This is an optimization exercise on Yosys and OpenROAD, whose aim is small area, not a production implementation. Function was checked by simulation only, so behaviour that the tests miss may differ from the original. Power is estimated from default activity; no workload was simulated.

==> flow/design.v (excerpt) <==
module slpe_tx #(
    parameter integer T_FIELD   = 100,   
    parameter integer T_BACKOFF = 50,    
    parameter integer MAX_RETRY = 240,   
    parameter integer REOPEN_EVERY = 6   
) (
    input  wire        clk,
    input  wire        rst,          
    input  wire        start,        
    input  wire [15:0] size,         
    output wire [15:0] mem_addr,     
    input  wire [7:0]  mem_data,     
    input  wire        rx_valid,     
    input  wire [7:0]  rx_data,
    output wire        tx_valid,     
    output reg  [7:0]  tx_data,
    output wire        busy,         
    output wire        done,         
    output wire        ok,           
    output reg  [7:0]  retries,      
    output wire        reopen        
);
    localparam [7:0] STX_B = 8'h02, ETX_B = 8'h03, ENQ_B = 8'h05,
                     ACK_B = 8'h06, NAK_B = 8'h15, EXT_B = 8'hFE;
    localparam [4:0] S_IDLE  = 5'b00000,    
                     S_ENDP  = 5'b00001,    
                     S_ENQ   = 5'b00010,    
                     S_ENQR  = 5'b00011,    
                     S_REENQ = 5'b00100,    
                     S_GAP   = 5'b00101,    
                     S_DCHK  = 5'b00110,    
                     S_ERROR = 5'b00111,
                     S_END   = 5'b01000,
                     S_RETRY = 5'b01001,
                     S_PNAK  = 5'b01010,    
                     S_BOR   = 5'b01011,    
                     S_ACK   = 5'b01100,    
                     S_ACK2  = 5'b01101,    
                     S_BON   = 5'b01110,    
                     S_ENQB  = 5'b11100,    
                     S_CS    = 5'b11101,    
                     S_NAKB  = 5'b11110,    
                     S_STX   = 5'b10000,
                     S_LEN   = 5'b10001,
                     S_HDR   = 5'b10010,    
  ...
clock: 5.0 ns
lec_check: 0
cap_margin: 20
core_margin: 2
core_utilization: 65
slew_margin: 20
standard.sh (not shown) runs the stock make flow with config.mk's settings and CLKGATE_MAP_FILE= SYNTH_SCRIPT=/design/flow/synth_recipe.tcl, a recipe that flattens the netlist after the stock synthesis.
==> flow/flow/run.sh <==
#!/bin/bash
# Layout flow: the standard flow (standard.sh) with these changes:
#  1. synthesis maps logic with area-oriented ABC scripts (abc_area_s*.script,
#     differing only in the random seed of &deepsyn) and keeps the smallest
#     result (abc_proc.tcl); the synthesis script is otherwise the standard flow's own
#     (synth_recipe.tcl);
#  2. every port gets the smallest buffer (buf_1) instead of clkdlybuf4s50_1;
#  3. clock tree synthesis uses clkbuf_4 and inserts no dummy loads;
#  4. after global routing, cells on paths with slack to spare are downsized.
set -euo pipefail
here=$(pwd)
{ cat "$here/flow/abc_proc.tcl"; cat "$here/synth_recipe.tcl"; } > "$here/flow_synth.tcl"
sed -e "s#SYNTH_SCRIPT=[^ ]*#SYNTH_SCRIPT=$here/flow_synth.tcl#" "$here/standard.sh" > "$here/flow_standard.sh"
export FLOW_ABC_SCRIPTS="$(ls "$here"/flow/abc_area_s*.script | tr '\n' ' ')"
export BUFFER_PORTS_ARGS="-buffer_cell sky130_fd_sc_hd__buf_1"
export CTS_ARGS="-sink_clustering_enable -repair_clock_nets -dont_use_dummy_load -buf_list sky130_fd_sc_hd__clkbuf_4 -root_buf sky130_fd_sc_hd__clkbuf_4"
export RECOVER_POWER=100
bash "$here/flow_standard.sh" > "$here/flow_standard.log" 2>&1
==> flow/flow/abc_area_s0.script <==
strash
&get -n
&fraig -x
&put
scorr
dc2
strash
&get -n
&deepsyn -T 60 -S 0
&dch -f
&nf -R 1000
&put
topo
dnsize
==> flow/flow/abc_area_s1.script <==
strash
&get -n
&fraig -x
&put
scorr
dc2
strash
&get -n
&deepsyn -T 60 -S 1
&dch -f
&nf -R 1000
&put
topo
dnsize
==> flow/flow/abc_area_s2.script <==
strash
&get -n
&fraig -x
&put
scorr
dc2
strash
&get -n
&deepsyn -T 60 -S 2
&dch -f
&nf -R 1000
&put
topo
dnsize
==> flow/flow/abc_area_s3.script <==
strash
&get -n
&fraig -x
&put
scorr
dc2
strash
&get -n
&deepsyn -T 60 -S 3
&dch -f
&nf -R 1000
&put
topo
dnsize
==> flow/flow/abc_area_s4.script <==
strash
&get -n
&fraig -x
&put
scorr
dc2
strash
&get -n
&deepsyn -T 60 -S 4
&dch -f
&nf -R 1000
&put
topo
dnsize
==> flow/flow/abc_area_s5.script <==
strash
&get -n
&fraig -x
&put
scorr
dc2
strash
&get -n
&deepsyn -T 60 -S 5
&dch -f
&nf -R 1000
&put
topo
dnsize
==> flow/flow/abc_area_s6.script <==
strash
&get -n
&fraig -x
&put
scorr
dc2
strash
&get -n
&deepsyn -T 60 -S 6
&dch -f
&nf -R 1000
&put
topo
dnsize
==> flow/flow/abc_area_s7.script <==
strash
&get -n
&fraig -x
&put
scorr
dc2
strash
&get -n
&deepsyn -T 60 -S 7
&dch -f
&nf -R 1000
&put
topo
dnsize
==> flow/flow/abc_proc.tcl <==
# Map logic with area-oriented ABC scripts instead of ORFS's speed script:
# run each script of FLOW_ABC_SCRIPTS on the same netlist and keep the
# result with the smallest cell area. Every other step of the standard flow's synthesis
# is left as it is.
proc abc {args} {
  set j [lsearch $args -D]
  if {$j >= 0} { set args [lreplace $args $j [expr {$j + 1}]] }
  set lib [lindex $args [expr {[lsearch $args -liberty] + 1}]]
  yosys design -save flow_pre_abc
  set best ""
  foreach script $::env(FLOW_ABC_SCRIPTS) {
    yosys design -load flow_pre_abc
    set i [lsearch $args -script]
    yosys abc {*}[lreplace $args $i [expr {$i + 1}] -script $script]
    set s [tee -q -s result.string stat -liberty $lib]
    regexp {Chip area for module [^:]*: ([0-9.]+)} $s -> area
    puts "FLOW_ABC $script area $area"
    if {$best eq "" || $area < $best} {
      set best $area
      yosys design -save flow_best_abc
    }
  }
  yosys design -load flow_best_abc
  puts "FLOW_ABC best area $best"
}
Change:
--- a/flow/flow/run.sh
+++ b/flow/flow/run.sh
@@ -4 +4 @@
-#     differing only in the random seed of &deepsyn) and keeps the smallest
+#     differing only in the seed and time limit of &deepsyn) and keeps the smallest
==> flow/flow/abc_area_s0_t120.script (new file) <==
strash
&get -n
&fraig -x
&put
scorr
dc2
strash
&get -n
&deepsyn -T 120 -S 0
&dch -f
&nf -R 1000
&put
topo
dnsize
==> flow/flow/abc_area_s0_t90.script (new file) <==
strash
&get -n
&fraig -x
&put
scorr
dc2
strash
&get -n
&deepsyn -T 90 -S 0
&dch -f
&nf -R 1000
&put
topo
dnsize
Outcome: The changed run passed the timing, DRC and antenna checks. Sequential share of layout area is lower by 0.15 points. Worst setup slack is worse by 0.095 ns. Area after synthesis goes down by 0.71%. Routed wire length went up by 0.77%. Register-to-register slack is worse by 0.07 ns.
Change:
--- a/flow/flow/run.sh
+++ b/flow/flow/run.sh
@@ -4 +4 @@
-#     differing only in the seed and time limit of &deepsyn) and keeps the smallest
+#     differing only in the random seed of &deepsyn) and keeps the smallest
- CORE_UTILIZATION: 65 -> 40
removed: flow/flow/abc_area_s0_t120.script
removed: flow/flow/abc_area_s0_t90.script
- The new run finished with timing, DRC and antenna clean
- worst setup slack improves by 0.066 ns
- combinational power rose by 77%
- wire length rose by about 3%
- sequential share of layout area fell by 0.89 points
- first-iteration DRC count fell by 38%
Change:
- CORE_UTILIZATION: 40 -> 80
removed: flow/flow/abc_area_s0.script
removed: flow/flow/abc_area_s1.script
removed: flow/flow/abc_area_s3.script
removed: flow/flow/abc_area_s4.script
removed: flow/flow/abc_area_s5.script
removed: flow/flow/abc_area_s6.script
removed: flow/flow/abc_area_s7.script
Outcome:
- The changed run aborted during global placement
- synthesized cell count is unchanged
- area after synthesis is unchanged
Change:
==> flow/flow/run.sh (replaced) <==
#!/bin/bash
# Layout flow: the standard flow (standard.sh) with three changes:
#  1. synthesis maps logic with an area-oriented ABC script (abc_area.script);
#     the synthesis script is otherwise the standard flow's own (synth_recipe.tcl);
#  2. every port gets the smallest buffer (buf_1) instead of clkdlybuf4s50_1;
#  3. clock tree synthesis uses clkbuf_4 and inserts no dummy loads.
set -euo pipefail
here=$(pwd)
{ cat "$here/flow/abc_proc.tcl"; cat "$here/synth_recipe.tcl"; } > "$here/flow_synth.tcl"
sed -e "s#SYNTH_SCRIPT=[^ ]*#SYNTH_SCRIPT=$here/flow_synth.tcl#" "$here/standard.sh" > "$here/flow_standard.sh"
export FLOW_ABC_SCRIPT="$here/flow/abc_area.script"
export BUFFER_PORTS_ARGS="-buffer_cell sky130_fd_sc_hd__buf_1"
export CTS_ARGS="-sink_clustering_enable -repair_clock_nets -dont_use_dummy_load -buf_list sky130_fd_sc_hd__clkbuf_4 -root_buf sky130_fd_sc_hd__clkbuf_4"
bash "$here/flow_standard.sh" > "$here/flow_standard.log" 2>&1
==> flow/flow/abc_area.script (new file) <==
strash
&get -n
&fraig -x
&put
scorr
dc2
strash
&get -n
&deepsyn -T 60
&dch -f
&nf -R 1000
&put
topo
dnsize
==> flow/flow/abc_proc.tcl (replaced) <==
# Map logic with the area-oriented ABC script of this flow instead of the
# speed script; every other step of the standard flow's synthesis is left as it is.
proc abc {args} {
  set i [lsearch $args -script]
  if {$i >= 0} {
    set args [lreplace $args $i [expr {$i + 1}] -script $::env(FLOW_ABC_SCRIPT)]
  }
  set j [lsearch $args -D]
  if {$j >= 0} { set args [lreplace $args $j [expr {$j + 1}]] }
  yosys abc {*}$args
}
- CORE_UTILIZATION: 80 -> 40
removed: flow/flow/abc_area_s2.script
The changed run went through all stages and came out clean.
Synthesized area rose by 0.44%.
Synthesized cell count fell by 0.45%.
Change:
--- a/flow/flow/run.sh
+++ b/flow/flow/run.sh
@@ -2,3 +2,5 @@
-# Layout flow: the standard flow (standard.sh) with three changes:
-#  1. synthesis maps logic with an area-oriented ABC script (abc_area.script);
-#     the synthesis script is otherwise the standard flow's own (synth_recipe.tcl);
+# Layout flow: the standard flow (standard.sh) with these changes:
+#  1. synthesis maps logic with area-oriented ABC scripts (abc_area_s*.script,
+#     differing only in the random seed of &deepsyn) and keeps the smallest
+#     result (abc_proc.tcl); the synthesis script is otherwise the standard flow's own
+#     (synth_recipe.tcl);
@@ -6 +8,2 @@
-#  3. clock tree synthesis uses clkbuf_4 and inserts no dummy loads.
+#  3. clock tree synthesis uses clkbuf_4 and inserts no dummy loads;
+#  4. after global routing, cells on paths with slack to spare are downsized.
@@ -11 +14 @@
-export FLOW_ABC_SCRIPT="$here/flow/abc_area.script"
+export FLOW_ABC_SCRIPTS="$(ls "$here"/flow/abc_area_s*.script | tr '\n' ' ')"
@@ -13,0 +17 @@
+export RECOVER_POWER=100
==> flow/flow/abc_area_s2.script (new file) <==
strash
&get -n
&fraig -x
&put
scorr
dc2
strash
&get -n
&deepsyn -T 60 -S 2
&dch -f
&nf -R 1000
&put
topo
dnsize
==> flow/flow/abc_proc.tcl (replaced) <==
# Map logic with area-oriented ABC scripts instead of ORFS's speed script:
# run each script of FLOW_ABC_SCRIPTS on the same netlist and keep the
# result with the smallest cell area. Every other step of the standard flow's synthesis
# is left as it is.
proc abc {args} {
  set j [lsearch $args -D]
  if {$j >= 0} { set args [lreplace $args $j [expr {$j + 1}]] }
  set lib [lindex $args [expr {[lsearch $args -liberty] + 1}]]
  yosys design -save flow_pre_abc
  set best ""
  foreach script $::env(FLOW_ABC_SCRIPTS) {
    yosys design -load flow_pre_abc
    set i [lsearch $args -script]
    yosys abc {*}[lreplace $args $i [expr {$i + 1}] -script $script]
    set s [tee -q -s result.string stat -liberty $lib]
    regexp {Chip area for module [^:]*: ([0-9.]+)} $s -> area
    puts "FLOW_ABC $script area $area"
    if {$best eq "" || $area < $best} {
      set best $area
      yosys design -save flow_best_abc
    }
  }
  yosys design -load flow_best_abc
  puts "FLOW_ABC best area $best"
}
- CORE_UTILIZATION: 40 -> 58
removed: flow/flow/abc_area.script
After rerunning:
- synthesized cell count came out higher by 0.45%
- setup slack gets better by 0.026 ns
- design area came out lower by 3.5%
- routed wire length came out lower by 3.4%
- sequential cell count does not change
- total power came out lower by 14%
- final cell count came out lower by 6.3%
- hold slack gets better by 0.017 ns
- via count came out higher by 2.8%
- combinational power came out lower by 22%
- critical path depth came out higher by 1

slpe_tx again, from the RTL that the note above started with.
Settings: LEC_CHECK=0, CAP_MARGIN=20, CORE_MARGIN=2, CORE_UTILIZATION=40, SLEW_MARGIN=20; clock period 5.0 ns.
==> flow/flow/run.sh <==
#!/bin/bash
# Layout flow: the standard flow (standard.sh) with these changes:
#  1. synthesis maps logic with area-oriented ABC scripts (abc_area_s*.script,
#     differing only in the random seed of &deepsyn) and keeps the smallest
#     result (abc_proc.tcl); the synthesis script is otherwise the standard flow's own
#     (synth_recipe.tcl);
#  2. every port gets the smallest buffer (buf_1) instead of clkdlybuf4s50_1;
#  3. clock tree synthesis uses clkbuf_8 and inserts no dummy loads;
#  4. after global routing, cells on paths with slack to spare are downsized.
set -euo pipefail
here=$(pwd)
{ cat "$here/flow/abc_proc.tcl"; cat "$here/synth_recipe.tcl"; } > "$here/flow_synth.tcl"
sed -e "s#SYNTH_SCRIPT=[^ ]*#SYNTH_SCRIPT=$here/flow_synth.tcl#" "$here/standard.sh" > "$here/flow_standard.sh"
export FLOW_ABC_SCRIPTS="$(ls "$here"/flow/abc_area_s*.script | tr '\n' ' ')"
export BUFFER_PORTS_ARGS="-buffer_cell sky130_fd_sc_hd__buf_1"
export CTS_ARGS="-sink_clustering_enable -repair_clock_nets -dont_use_dummy_load -buf_list sky130_fd_sc_hd__clkbuf_8 -root_buf sky130_fd_sc_hd__clkbuf_8 -sink_clustering_size 32 -sink_clustering_max_diameter 300"
export RECOVER_POWER=100
bash "$here/flow_standard.sh" > "$here/flow_standard.log" 2>&1
==> flow/flow/abc_area_s0.script <==
strash
&get -n
&fraig -x
&put
scorr
dc2
strash
&get -n
&deepsyn -T 60 -S 0
&dch -f
&nf -R 1000
&put
topo
dnsize
==> flow/flow/abc_area_s1.script <==
strash
&get -n
&fraig -x
&put
scorr
dc2
strash
&get -n
&deepsyn -T 60 -S 1
&dch -f
&nf -R 1000
&put
topo
dnsize
==> flow/flow/abc_area_s3.script <==
strash
&get -n
&fraig -x
&put
scorr
dc2
strash
&get -n
&deepsyn -T 60 -S 3
&dch -f
&nf -R 1000
&put
topo
dnsize
Other scripts of this flow, unchanged in this note and not shown: flow/flow/abc_area_s2.script, flow/flow/abc_proc.tcl
Change:
--- a/flow/flow/run.sh
+++ b/flow/flow/run.sh
@@ -7,3 +7,3 @@
 #  2. every port gets the smallest buffer (buf_1) instead of clkdlybuf4s50_1;
-#  3. clock tree synthesis uses clkbuf_8 and inserts no dummy loads;
+#  3. clock tree synthesis uses clkbuf_4 and inserts no dummy loads;
 #  4. after global routing, cells on paths with slack to spare are downsized.
@@ -15,3 +15,3 @@
 export BUFFER_PORTS_ARGS="-buffer_cell sky130_fd_sc_hd__buf_1"
-export CTS_ARGS="-sink_clustering_enable -repair_clock_nets -dont_use_dummy_load -buf_list sky130_fd_sc_hd__clkbuf_8 -root_buf sky130_fd_sc_hd__clkbuf_8 -sink_clustering_size 32 -sink_clustering_max_diameter 300"
+export CTS_ARGS="-sink_clustering_enable -repair_clock_nets -dont_use_dummy_load -buf_list sky130_fd_sc_hd__clkbuf_4 -root_buf sky130_fd_sc_hd__clkbuf_4"
 export RECOVER_POWER=100
Settings changed: GPL_TIMING_DRIVEN set to 0.
removed: flow/flow/abc_area_s0.script
removed: flow/flow/abc_area_s1.script
removed: flow/flow/abc_area_s3.script
With this change the flow finished with max-capacitance violations, max-slew violations left.
Setup slack degrades by 0.13 ns.
Synthesized cell count does not change.
Die area stays the same.
Sequential share of layout area is about the same.
Clock-buffer cell count stays the same.
Change:
Settings changed: CORE_UTILIZATION 40 to 72, GPL_TIMING_DRIVEN 0 to unset.
=> Now the flow completed with no timing, DRC or antenna violations. Routed wire length climbs by a few percent. Power stays flat. Setup slack loses 0.021 ns. Final cell count is lower by a few percent. Maximum frequency falls slightly. Synthesized cell count stays the same. Synthesized area does not change. Clock power fell by a few percent. Hold slack improved by 0.029 ns.
Change:
Settings changed: CORE_UTILIZATION 72 to 65.
Register-to-register slack gains 0.23 ns.
Critical path depth shrinks by 2.
Die area grows by roughly a tenth.
Sequential share of layout area grows by 0.34 points.
Power shrinks by a few percent.
Design area shrinks slightly.
Global-route usage shrinks by 4.4 points.
Final cell count shrinks slightly.
Wire length shrinks by a little under a tenth.
Via count shrinks by a few percent.

==> separate check: timing with driven ports <==
The flow's constraints put no driver on any port. The routed layouts listed below were extracted and timed again, unchanged, in two steps. Step 1 assumes that a clkbuf_16 drives the clock port and a buf_2 every other input. Step 2 moves the port delays by t, midway between the first and last clock arrival at a register: inputs arrive t later, outputs are due t later. That takes back most of the time a late clock gives input paths. a / b / c = no drivers / after step 1 / after step 2; a / b = the first two.
| run | t (ns) | slack for setup (ns) | hold slack, ns | worst setup path at the end |
|---|---|---|---|---|
| the first run of note 1 | 0.442 | 0.331 / 0.302 / 0.719 | 0.528 / 0.528 / 0.528 | register to register |
| the second run of note 1 | 0.433 | 0.237 / 0.208 / 0.642 | 0.532 / 0.532 / 0.532 | register to output |
| the third run of note 1 | 0.425 | 0.303 / 0.272 / 0.697 | 0.477 / 0.477 / 0.477 | register to output |
| the fifth run of note 1 | 0.442 | 0.248 / 0.216 / 0.657 | 0.515 / 0.515 / 0.515 | register to output |
| the sixth run of note 1 | 0.423 | 0.273 / 0.246 / 0.669 | 0.532 / 0.532 / 0.532 | register to output |
| the first run of note 2 | 0.365 | 0.351 / 0.316 / 0.682 | 0.471 / 0.471 / 0.471 | register to output |
| the second run of note 2 | 0.449 | 0.221 / 0.189 / 0.638 | 0.521 / 0.521 / 0.521 | register to output |
| the third run of note 2 | 0.436 | 0.200 / 0.174 / 0.489 | 0.550 / 0.550 / 0.550 | register to register |
| the fourth run of note 2 | 0.442 | 0.331 / 0.302 / 0.719 | 0.528 / 0.528 / 0.528 | register to register |
